Background: an optimization exercise with open tools, aiming at a short achievable clock period and few clock cycles. Do not read the settings as production practice. At most, simulation tests tie the RTL to the original design; equivalence was not proved.

==> v3: inputs <==
Design asd_jtag_engine, start of the top module:
module asd_jtag_engine (
    input  wire        clk,
    input  wire        rst,
    input  wire        start,
    input  wire [11:0] data_size,
    input  wire        hw_mode,
    input  wire        chain_multi,
    input  wire        wscan_enforce,
    output wire        ready,
    output reg         done,
    output reg  [7:0]  status,
    output reg  [11:0] pl_addr,
    input  wire [7:0]  pl_data,
    output reg         call_valid,
    output reg  [3:0]  call_op,
    output reg  [15:0] call_arg,
    output reg  [15:0] call_arg2,
    output reg  [63:0] call_tdi,
    input  wire        call_ack,
    input  wire        call_fail,
    input  wire [63:0] call_rdata,
    output reg         rsp_valid,
    output reg  [7:0]  rsp_data
);
clock: 6.0 ns
lec_check: 0
abc_clock_period_in_ps: 2500
cap_margin: 20
core_margin: 2
core_utilization: 40
setup_slack_margin: 3.2
slew_margin: 20
run.sh (not shown) runs the stock make flow with config.mk's settings and CLKGATE_MAP_FILE= SYNTH_SCRIPT=/design/flow/synth_recipe.tcl, a recipe that flattens the netlist after the stock synthesis.
==> v28 (differences from v3) <==
--- a/flow/design.v
+++ b/flow/design.v
@@ -53,10 +53,15 @@
     reg        pdv;            
     reg [2:0]  dst;
     reg        dfail;
     reg [11:0] pc;             
     reg [11:0] rem;            
+    reg [4:0]  rs;             
+    reg        rs_fix;         
+    reg        jpend;          
+    reg        jpeek;          
+    reg [11:0] jtgt;
     reg [7:0]  cur_op;
     reg [3:0]  ocnt;           
     reg [2:0]  oidx;           
     reg [63:0] opnd;
     reg        m_hw, m_cm, m_we;
@@ -116,14 +121,15 @@
     wire [11:0] pc_p4     = pc + 12'd4;
     wire [11:0] wpc_p2    = wpc + 12'd2;
     wire [11:0] wpc_p3    = wpc + 12'd3;
     wire [11:0] wpc_p4    = wpc + 12'd4;
     wire [11:0] na_p1     = na + 12'd1;
-    wire        rem_small = (rem[11:4] == 8'd0);
-    wire        rem_zero  = (rem == 12'd0);
-    wire        rem_gt2   = !rem_small || (rem[3:0] > 4'd2);
-    wire        rem_gt3   = !rem_small || (rem[3:0] > 4'd3);
+    wire        rem_zero  = (rs == 5'd0) && !rs_fix;
+    wire        rem_gt2   = (rs > 5'd2);
+    wire        rem_gt3   = (rs > 5'd3);
+    wire [4:0]  rs_m1     = (rem[11:5] != 7'd0) ? 5'd31 : (rs - 5'd1);
+    wire [4:0]  rs_sat    = (rem[11:5] != 7'd0) ? 5'd31 : rem[4:0];
     wire        wrem_gt2  = (wrem[11:4] != 8'd0) || (wrem[3:0] > 4'd2);
     wire        wrem_gt3  = (wrem[11:4] != 8'd0) || (wrem[3:0] > 4'd3);
     wire [6:0]  jtag_div = (b[5:0] == 6'd0) ? 7'd64 : {1'b0, b[5:0]};
     wire [9:0]  jtag_tck = {3'b000, jtag_div} << b[7:6];
     wire [4:0]  multi_k  = {1'b0, b[3:0]} + 5'd1;
@@ -204,11 +210,11 @@
                     t_end = 1'b1;
                 end else if (pdv) begin
                     t_proc = 1'b1;
                     if (unres && !uwalk) begin
                         if (b[7:4] == 4'h2) begin
-                            if (m_hw && (rem != 12'd1)) begin
+                            if (m_hw && (rs != 5'd1)) begin
                                 t_walk = 1'b1;
                             end else begin
                                 t_patch = 1'b1;
                                 t_pend  = b[3:0];
                             end
@@ -241,11 +247,11 @@
                                 t_cop     = C_SHIFT;
                                 t_arg     = {6'd0, 1'b0, 1'b1, 1'b0, b_nbits};
                                 t_emit    = E_SCAN;
                                 t_nb      = b_nb;
                                 t_newscan = 1'b1;
-                            end else if (rem_small && (rem[3:0] <= b_nb)) begin
+                            end else if (rs <= {1'b0, b_nb}) begin
                                 t_fail = 1'b1;
                             end else begin
                                 t_newop = 1'b1;
                                 t_ocnt  = b_nb;
                             end
@@ -258,19 +264,19 @@
                         end else begin
                             case (b)
                                 8'h00, 8'h01, 8'h02, 8'h03, 8'h06, 8'h07,
                                 8'h08, 8'h09, 8'h0A, 8'h0B, 8'h0C, 8'h0D,
                                 8'h0E, 8'h0F, 8'h10, 8'h11: begin
-                                    if (rem_small && (rem[3:0] <= 4'd1)) t_fail = 1'b1;
+                                    if (rs <= 5'd1) t_fail = 1'b1;
                                     else begin t_newop = 1'b1; t_ocnt = 4'd1; end
                                 end
                                 8'h04, 8'h05: begin
-                                    if (rem_small && (rem[3:0] <= 4'd2)) t_fail = 1'b1;
+                                    if (rs <= 5'd2) t_fail = 1'b1;
                                     else begin t_newop = 1'b1; t_ocnt = 4'd2; end
                                 end
                                 8'h19: begin
-                                    if (rem_small && (rem[3:0] <= 4'd4)) t_fail = 1'b1;
+                                    if (rs <= 5'd4) t_fail = 1'b1;
                                     else begin t_newop = 1'b1; t_ocnt = 4'd4; end
                                 end
                                 8'h12: begin
                                     t_push = 1'b1;
                                     t_cop  = C_WAIT_PRDY;
@@ -343,11 +349,11 @@
                                             t_cop   = C_SET_CHAIN;
                                             t_arg   = {15'd0, b[0]};
                                             t_chain = 1'b1;
                                         end
                                     end else begin
-                                        if ((rem_m1[11:5] == 7'd0) && (rem_m1[4:0] < multi_k)) begin
+                                        if (rs <= multi_k) begin
                                             t_fail = 1'b1;
                                         end else begin
                                             t_mc   = 1'b1;
                                             t_jump = 1'b1;
                                             t_jt   = mc_jt;
@@ -411,12 +417,18 @@
     wire        i_byp    = i_want && !i_qne && t_push && t_res;
     wire        i_cv     = (call_valid && !call_ack) || i_chain || i_pop || i_byp;
     wire [3:0]  i_ecnt   = i_emit ? c_nb : ((ecnt == 4'd0) ? 4'd0 : (ecnt - 4'd1));
     wire        i_done   = (dst == D_END) && !i_qne && !i_cv && (i_ecnt == 4'd0);
     wire        t_credit = (count <= 4'd3);
-    wire        t_req    = t_jump ? (t_pjump || t_credit)
-                                  : ((((dst == D_OP) || (dst == D_OPND)) && t_credit) || (dst == D_PEEK));
+    wire        t_jreq   = jpend && (jpeek || t_credit);
+    wire        t_req    = !jpend && !t_jump && ((dst == D_OP) || (dst == D_OPND)) && t_credit;
+    wire        t_qin    = t_push && !i_byp;
+    wire        t_qout   = i_pop || t_unpush;
+    wire [3:0]  cnt_p1   = count + 4'd1;
+    wire [3:0]  cnt_m1   = count - 4'd1;
+    wire [3:0]  cnt_m2   = count - 4'd2;
+    wire [11:0] jtgt_p1  = jtgt + 12'd1;
     always @(posedge clk) begin
         pd <= pl_data;
         if (t_opnd)
             opnd[oidx*8 +: 8] <= b;
         if (t_newop) begin
@@ -517,10 +529,13 @@
             pdv        <= 1'b0;
             dst        <= D_IDLE;
             dfail      <= 1'b0;
             pc         <= 12'd0;
             rem        <= 12'd0;
+            rs         <= 5'd0;
+            rs_fix     <= 1'b0;
+            jpend      <= 1'b0;
             tap        <= 4'd0;
             x6         <= 8'd0;
             unres      <= 1'b0;
             uwalk      <= 1'b0;
             wp         <= 3'd0;
@@ -532,10 +547,13 @@
             pdv       <= 1'b0;
             if (start) begin
                 rdy     <= 1'b0;
                 pc      <= 12'd0;
                 rem     <= data_size;
+                rs      <= (data_size[11:5] != 7'd0) ? 5'd31 : data_size[4:0];
+                rs_fix  <= 1'b0;
+                jpend   <= 1'b0;
                 dst     <= D_OP;
                 dfail   <= 1'b0;
                 unres   <= 1'b0;
                 uwalk   <= 1'b0;
                 wp      <= 3'd0;
@@ -549,21 +567,27 @@
                 pl_addr <= 12'd0;
                 rv      <= 1'b0;
                 dv      <= 1'b0;
             end
         end else begin
+            rs_fix <= 1'b0;
             if (t_proc) begin
                 pc  <= pc_p1;
                 rem <= rem_m1;
+                rs  <= rs_m1;
             end else if (t_opnd) begin
                 if (t_mc) begin
-                    pc  <= mc_jt;
-                    rem <= mc_rem;
+                    pc     <= mc_jt;
+                    rem    <= mc_rem;
+                    rs_fix <= 1'b1;
                 end else begin
                     pc  <= pc_p1;
                     rem <= rem_m1;
+                    rs  <= rs_m1;
                 end
+            end else if (rs_fix) begin
+                rs <= rs_sat;
             end
             if (t_end)
                 dst <= D_END;
             else if (t_fail)
                 dst <= D_END;
@@ -595,23 +619,31 @@
                 wp <= wp - 3'd1;
             else if (t_push && !i_byp)
                 wp <= wp + 3'd1;
             if (i_pop)
                 rp <= rp + 3'd1;
-            count <= count + {3'd0, t_push && !i_byp} - {3'd0, i_pop} - {3'd0, t_unpush};
+            if (t_qin && !t_qout)
+                count <= cnt_p1;
+            else if (!t_qin && i_pop && t_unpush)
+                count <= cnt_m2;
+            else if (!t_qin && t_qout)
+                count <= cnt_m1;
             dv  <= rv && !t_jump;
             pdv <= dv && !t_jump;
-            if (t_req) begin
-                pl_addr <= t_jump ? (t_rewind ? pc : t_jt) : na;
-                rv      <= 1'b1;
-                na      <= t_jump ? (t_rewind ? pc_p1 : t_jt1) : na_p1;
-            end else begin
-                pl_addr <= 12'd0;
-                rv      <= 1'b0;
-                if (t_jump)
-                    na <= t_rewind ? pc : t_jt;
+            if (t_jump) begin
+                jpend <= 1'b1;
+                jpeek <= t_pjump;
+                jtgt  <= t_rewind ? pc : t_jt;
+            end else if (t_jreq) begin
+                jpend <= 1'b0;
             end
+            pl_addr <= ((dst == D_END) || (dst == D_IDLE)) ? 12'd0 : (jpend ? jtgt : na);
+            rv      <= t_jreq || t_req;
+            if (t_jreq)
+                na <= jtgt_p1;
+            else if (t_req)
+                na <= na_p1;
             call_valid <= i_cv;
             rsp_valid  <= i_emit || (ecnt != 4'd0);
             ecnt       <= i_ecnt;
             done <= 1'b0;
             if (i_cfail) begin
@@ -626,12 +658,9 @@
                 dv      <= 1'b0;
             end else if (i_done) begin
                 done    <= 1'b1;
                 rdy     <= 1'b1;
                 dst     <= D_IDLE;
-                pl_addr <= 12'd0;
-                rv      <= 1'b0;
-                dv      <= 1'b0;
             end
         end
     end
 endmodule
==> results.toml <==
[layout]
area_delta_synth_final_pct = 25.8

[floorplan]
initial_core_utilization_pct = 40.2

[worst_setup_path]
critical_path.cell_chain = "inv_8 > ha_4 > inv_4 > ha_4 > nor2b_4 > o21a_1 > o21a_1 > o21ai_4 > a2111oi_4 > buf_6 > o311ai_4 > nand2_2 > or4b_4 > a21oi_2"

[logic_synthesis]
synth.distinct_cells = 100
yosysTopAreaCellShare_pct = 56.2

[run_status]
outcome = "complete, no violations"

[sta]
maxClockFrequency_ghz = 0.317

[global_route]
globalRouteMet3Util_pct = 3.54
That was v28.
==> results.toml <==
[layout]
area_delta_synth_final_pct = 26.6

[logic_synthesis]
synth.distinct_cells = 103
yosysTopAreaCellShare_pct = 55.3

[floorplan]
initial_core_utilization_pct = 40.3

[sta]
maxClockFrequency_ghz = 0.264

[global_route]
globalRouteMet3Util_pct = 3.86

[run_status]
outcome = "complete, no violations"
That was v3.
Testbench counts of v3, summed over its fixed seeds: cycles 128,224.
The RTL of v28 was laid out without a check of its function.

* * *

==> willow <==
asd_jtag_engine, a different RTL version from the one above (not shown whole).
==> flow/design.v (excerpt) <==
module asd_jtag_engine (
    input  wire        clk,
    input  wire        rst,
    input  wire        start,
    input  wire [11:0] data_size,
    input  wire        hw_mode,
    input  wire        chain_multi,
    input  wire        wscan_enforce,
    output reg         ready,
    output reg         done,
    output reg  [7:0]  status,
    output reg  [11:0] pl_addr,
    input  wire [7:0]  pl_data,
    output reg         call_valid,
    output reg  [3:0]  call_op,
    output reg  [15:0] call_arg,
    output reg  [15:0] call_arg2,
    output reg  [63:0] call_tdi,
    input  wire        call_ack,
    input  wire        call_fail,
    input  wire [63:0] call_rdata,
    output reg         rsp_valid,
    output reg  [7:0]  rsp_data
);
export LEC_CHECK = 0
export ABC_CLOCK_PERIOD_IN_PS = 2500
export CAP_MARGIN = 20
export CORE_MARGIN = 2
export CORE_UTILIZATION = 55
export SETUP_SLACK_MARGIN = 3.4
export SLEW_MARGIN = 20
create_clock -name core_clock -period 6.0 [get_ports {clk}]
standard.sh (not shown) runs the stock make flow with config.mk's settings and CLKGATE_MAP_FILE= SYNTH_SCRIPT=/design/flow/synth_recipe.tcl, a recipe that flattens the netlist after the stock synthesis.
==> flow/flow/run.sh <==
#!/bin/bash
export BUFFER_PORTS_ARGS="-buffer_cell sky130_fd_sc_hd__buf_4"
bash standard.sh > standard.log 2>&1
==> inputs of garnet, as changes to willow <==
--- a/flow/design.v
+++ b/flow/design.v
@@ -69,14 +69,15 @@
     reg [4:0]  dst;
     reg        dfail;
     reg [11:0] pc;             
     reg [11:0] rem;            
     reg [16:0] le;             
     reg        rs_fix;         
     reg        jpend;          
+    reg        jprep;          
     reg        jpeek;          
     reg [11:0] jtgt;
     reg        jmc;            
     reg [4:0]  jk;
     reg [7:0]  cur_op;
     reg [3:0]  ocnt;           
     reg [2:0]  oidx;           
@@ -103,15 +104,15 @@
     reg [3:0]  f_nb    [0:7];
     reg        f_chain [0:7];
     reg [7:0]  f_op    [0:7];
     reg [3:0]  f_tap   [0:7];
     reg [7:0]  f_x6    [0:7];
     reg        f_res   [0:7];
     reg [2:0]  wp, rp;
-    reg [3:0]  count;
+    wire [2:0] count = wp - rp;    
     reg [3:0]  c_cop;
     reg [15:0] c_arg, c_arg2;
     reg [63:0] c_tdi;
     reg [1:0]  c_emit;
     reg [3:0]  c_nb;
     reg        c_chain;
     reg [7:0]  c_op;
@@ -162,15 +163,14 @@
         end
     end
     wire        wrem_gt2  = (wrem[11:4] != 8'd0) || (wrem[3:0] > 4'd2);
     wire        wrem_gt3  = (wrem[11:4] != 8'd0) || (wrem[3:0] > 4'd3);
     wire [9:0]  jtag_tck = k_tck;
     wire [4:0]  multi_k  = {1'b0, b[3:0]} + 5'd1;
     wire [11:0] pc_jk    = pc + {7'd0, jk};
-    wire [11:0] pc_jk1   = pc + {7'd0, jk} + 12'd1;
     reg        t_push;
     reg [3:0]  t_cop;
     reg [15:0] t_arg, t_arg2;
     reg [63:0] t_tdi;
     reg [1:0]  t_emit;
     reg [3:0]  t_nb;
     reg        t_chain;
@@ -429,31 +429,28 @@
     end
     wire        i_hs     = call_valid && call_ack;
     wire        i_cfail  = i_hs && call_fail;
     wire        i_chain  = i_hs && !call_fail && c_chain;
     wire        i_emit   = i_hs && !call_fail && !c_chain && (c_emit != E_NONE);
     wire        i_want   = (call_valid ? (call_ack && !call_fail && !c_chain && (c_emit == E_NONE))
                                        : (ecnt[3:1] == 3'd0));
-    wire        i_qne    = (count != 4'd0);
+    wire        i_qne    = (wp != rp);
     wire        i_ppend  = p_valid && (p_idx == rp);
     wire [3:0]  i_hend   = i_ppend ? p_end : t_pend;
     wire        i_hres   = f_res[rp] || i_ppend || (t_patch && (sidx == rp));
     wire        i_pop    = i_want && i_qne && i_hres;
     wire        i_byp    = i_want && !i_qne && t_push && t_res;
     wire        i_cv     = (call_valid && !call_ack) || i_chain || i_pop || i_byp;
     wire [3:0]  i_ecnt   = i_emit ? c_nb : ((ecnt == 4'd0) ? 4'd0 : (ecnt - 4'd1));
     wire        i_done   = (dst[I_END]) && !i_qne && !i_cv && (i_ecnt == 4'd0);
-    wire        t_credit = (count <= 4'd3);
-    wire        t_jreq   = jpend && (jpeek || t_credit);
+    wire        t_credit = !count[2];
+    wire        t_jreq   = jpend && !jprep && (jpeek || t_credit);
     wire        t_req    = !jpend && (dst[I_OP] || (dst[I_OPND])) && t_credit;
     wire        t_qin    = t_push && !i_byp;
     wire        t_qout   = i_pop || t_unpush;
-    wire [3:0]  cnt_p1   = count + 4'd1;
-    wire [3:0]  cnt_m1   = count - 4'd1;
-    wire [3:0]  cnt_m2   = count - 4'd2;
     wire [11:0] jtgt_p1  = jtgt + 12'd1;
     wire [3:0]  n_cop  = i_chain ? C_PIN_WRITE : i_qne ? f_cop[rp] : t_cop;
     wire [15:0] n_arg  = i_chain ? 16'd16 : i_qne ? f_arg[rp] : t_arg;
     wire [15:0] n_arg2 = i_chain ? {15'd0, c_arg[0]} :
                          i_qne ? (f_res[rp] ? f_arg2[rp] : {12'd0, i_hend}) : t_arg2;
     wire [63:0] n_tdi  = i_chain ? c_tdi : i_qne ? f_tdi[rp] : t_tdi;
     always @(posedge clk)
@@ -522,15 +519,15 @@
         if (p_valid) begin
             f_arg2[p_idx] <= {12'd0, p_end};
             f_tap[p_idx]  <= p_end;
             f_res[p_idx]  <= 1'b1;
         end
         p_end <= t_pend;
         p_idx <= sidx;
-        if ((!call_valid || call_ack) && (i_chain || i_pop || i_byp)) begin
+        if ((!call_valid || call_ack) && (i_chain || i_qne || pdv)) begin
             c_cop  <= n_cop;
             c_arg  <= n_arg;
             c_arg2 <= n_arg2;
             c_tdi  <= n_tdi;
         end
         if (!call_valid || call_ack) begin
             call_op   <= n_cop;
@@ -589,43 +586,43 @@
             dst        <= D_IDLE;
             dfail      <= 1'b0;
             pc         <= 12'd0;
             rem        <= 12'd0;
             le         <= 17'd1;
             rs_fix     <= 1'b0;
             jpend      <= 1'b0;
+            jprep      <= 1'b0;
             tap        <= 4'd0;
             x6         <= 8'd0;
             unres      <= 1'b0;
             uwalk      <= 1'b0;
             p_valid    <= 1'b0;
             wp         <= 3'd0;
             rp         <= 3'd0;
-            count      <= 4'd0;
         end else if (rdy) begin
             done      <= 1'b0;
             rsp_valid <= 1'b0;
             pdv       <= 1'b0;
             if (start) begin
                 rdy     <= 1'b0;
                 pc      <= 12'd0;
                 rem     <= data_size;
                 le      <= le_ds;
                 rs_fix  <= 1'b0;
                 jpend   <= 1'b0;
+                jprep   <= 1'b0;
                 jmc     <= 1'b0;
                 jrw     <= 1'b0;
                 dst     <= D_OP;
                 dfail   <= 1'b0;
                 unres   <= 1'b0;
                 uwalk   <= 1'b0;
                 p_valid <= 1'b0;
                 wp      <= 3'd0;
                 rp      <= 3'd0;
-                count   <= 4'd0;
                 dv      <= 1'b1;
                 rv      <= 1'b1;
                 pl_addr <= 12'd1;
                 na      <= 12'd2;
             end else begin
                 pl_addr <= 12'd0;
                 rv      <= 1'b0;
@@ -634,15 +631,15 @@
         end else begin
             rs_fix <= 1'b0;
             if (pdv && (dst[I_OP] || (dst[I_OPND]))) begin
                 pc  <= pc_p1;
                 rem <= rem_m1;
                 le  <= le_m1;
             end else if (t_jreq && jmc) begin
-                pc     <= pc_jk;
+                pc     <= jtgt;
                 rem    <= rem - {7'd0, jk};
                 rs_fix <= 1'b1;
             end else if (t_jreq && jrw) begin
                 pc     <= rwpc;
                 rem    <= rwrem;
                 rs_fix <= 1'b1;
             end else if (rs_fix) begin
@@ -679,37 +676,34 @@
             p_valid <= t_patch && !(i_pop && (sidx == rp));
             if (t_unpush)
                 wp <= wp - 3'd1;
             else if (t_push && !i_byp)
                 wp <= wp + 3'd1;
             if (i_pop)
                 rp <= rp + 3'd1;
-            if (t_qin && !t_qout)
-                count <= cnt_p1;
-            else if (!t_qin && i_pop && t_unpush)
-                count <= cnt_m2;
-            else if (!t_qin && t_qout)
-                count <= cnt_m1;
             dv  <= rv && !t_jump && !jpend;
             pdv <= dv && !t_jump;
             if (!jpend) begin
                 jpeek <= t_pjump;
                 jmc   <= t_mc;
                 jk    <= multi_k;
                 jrw   <= t_rewind;
                 jtgt  <= t_rewind ? rwpc : t_jt;
             end
+            if (jprep)
+                jtgt <= pc_jk;
+            jprep <= t_jump && t_mc;
             if (t_jump)
                 jpend <= 1'b1;
             else if (t_jreq)
                 jpend <= 1'b0;
-            pl_addr <= (dst[I_END] || (dst[I_IDLE])) ? 12'd0 : (jpend ? (jmc ? pc_jk : jtgt) : na);
+            pl_addr <= (dst[I_END] || (dst[I_IDLE])) ? 12'd0 : (jpend ? jtgt : na);
             rv      <= t_jreq || t_req;
             if (t_jreq)
-                na <= jmc ? pc_jk1 : jtgt_p1;
+                na <= jtgt_p1;
             else if (t_req)
                 na <= na_p1;
             call_valid <= i_cv;
             rsp_valid  <= i_emit || (ecnt != 4'd0);
             ecnt       <= i_ecnt;
             done <= 1'b0;
             if (i_cfail) begin
- CTS_CLUSTER_DIAMETER: unset -> 50
- CTS_CLUSTER_SIZE: unset -> 30
- SETUP_SLACK_MARGIN: 3.4 -> 3.8
==> qor.txt <==
Met2 wire len: 93200 um
Tightest hold margin: 393 ps
GRT Util Overall: 0.299
Buffer share of cell area: 0.0566
Status: complete, no violations
Post-Synth Simple-Gate Area: 0.0904
That was willow.
==> qor.txt <==
Post-Synth Simple-Gate Area: 0.0854
Tightest hold margin: 404 ps
Status: complete, no violations
Buffer share of cell area: 0.116
GRT Util Overall: 0.331
Met2 wire len: 103000 um
That was garnet.
Testbench counts of willow, summed over its fixed seeds: cycles 128,716.
Testbench counts of garnet, summed over its fixed seeds: cycles 128,749.

==> what the ideal ports hide <==
Ports are ideal in the flow. The routed layouts listed here were re-timed in OpenROAD. Step 1 assumes that a clkbuf_16 drives the clock port and a buf_2 every other input. Step 2 adds t to the input delays and takes it off the output delays; t is the mean of the earliest and latest rising clock arrival at the registers after step 1. Input paths then give back, and output paths get back, about the clock's delay inside the block. Three values: ideal, step 1, step 2; two values: the first two.
| run | shift t [ns] | setup slack, ns | worst setup path at the end | latest minus earliest clock arrival (ns) | worst data-port slew with drivers (ns) |
|---|---|---|---|---|---|
| v3 | 0.869 | 2.206 / 2.206 / 1.515 | input to register | 0.033 / 0.033 | 0.19 |
| v28 | 0.875 | 2.847 / 2.847 / 2.065 | input to register | 0.060 / 0.060 | 0.06 |
| willow | 0.866 | 2.951 / 2.951 / 2.556 | input to register | 0.026 / 0.026 | 0.12 |
| garnet | 0.874 | 3.376 / 3.376 / 2.600 | input to register | 0.035 / 0.034 | 0.12 |
After both steps every run listed still meets setup and hold. The setup slack of v28, which loses most, moves by 0.000 ns with the drivers and by -0.782 ns with both steps.
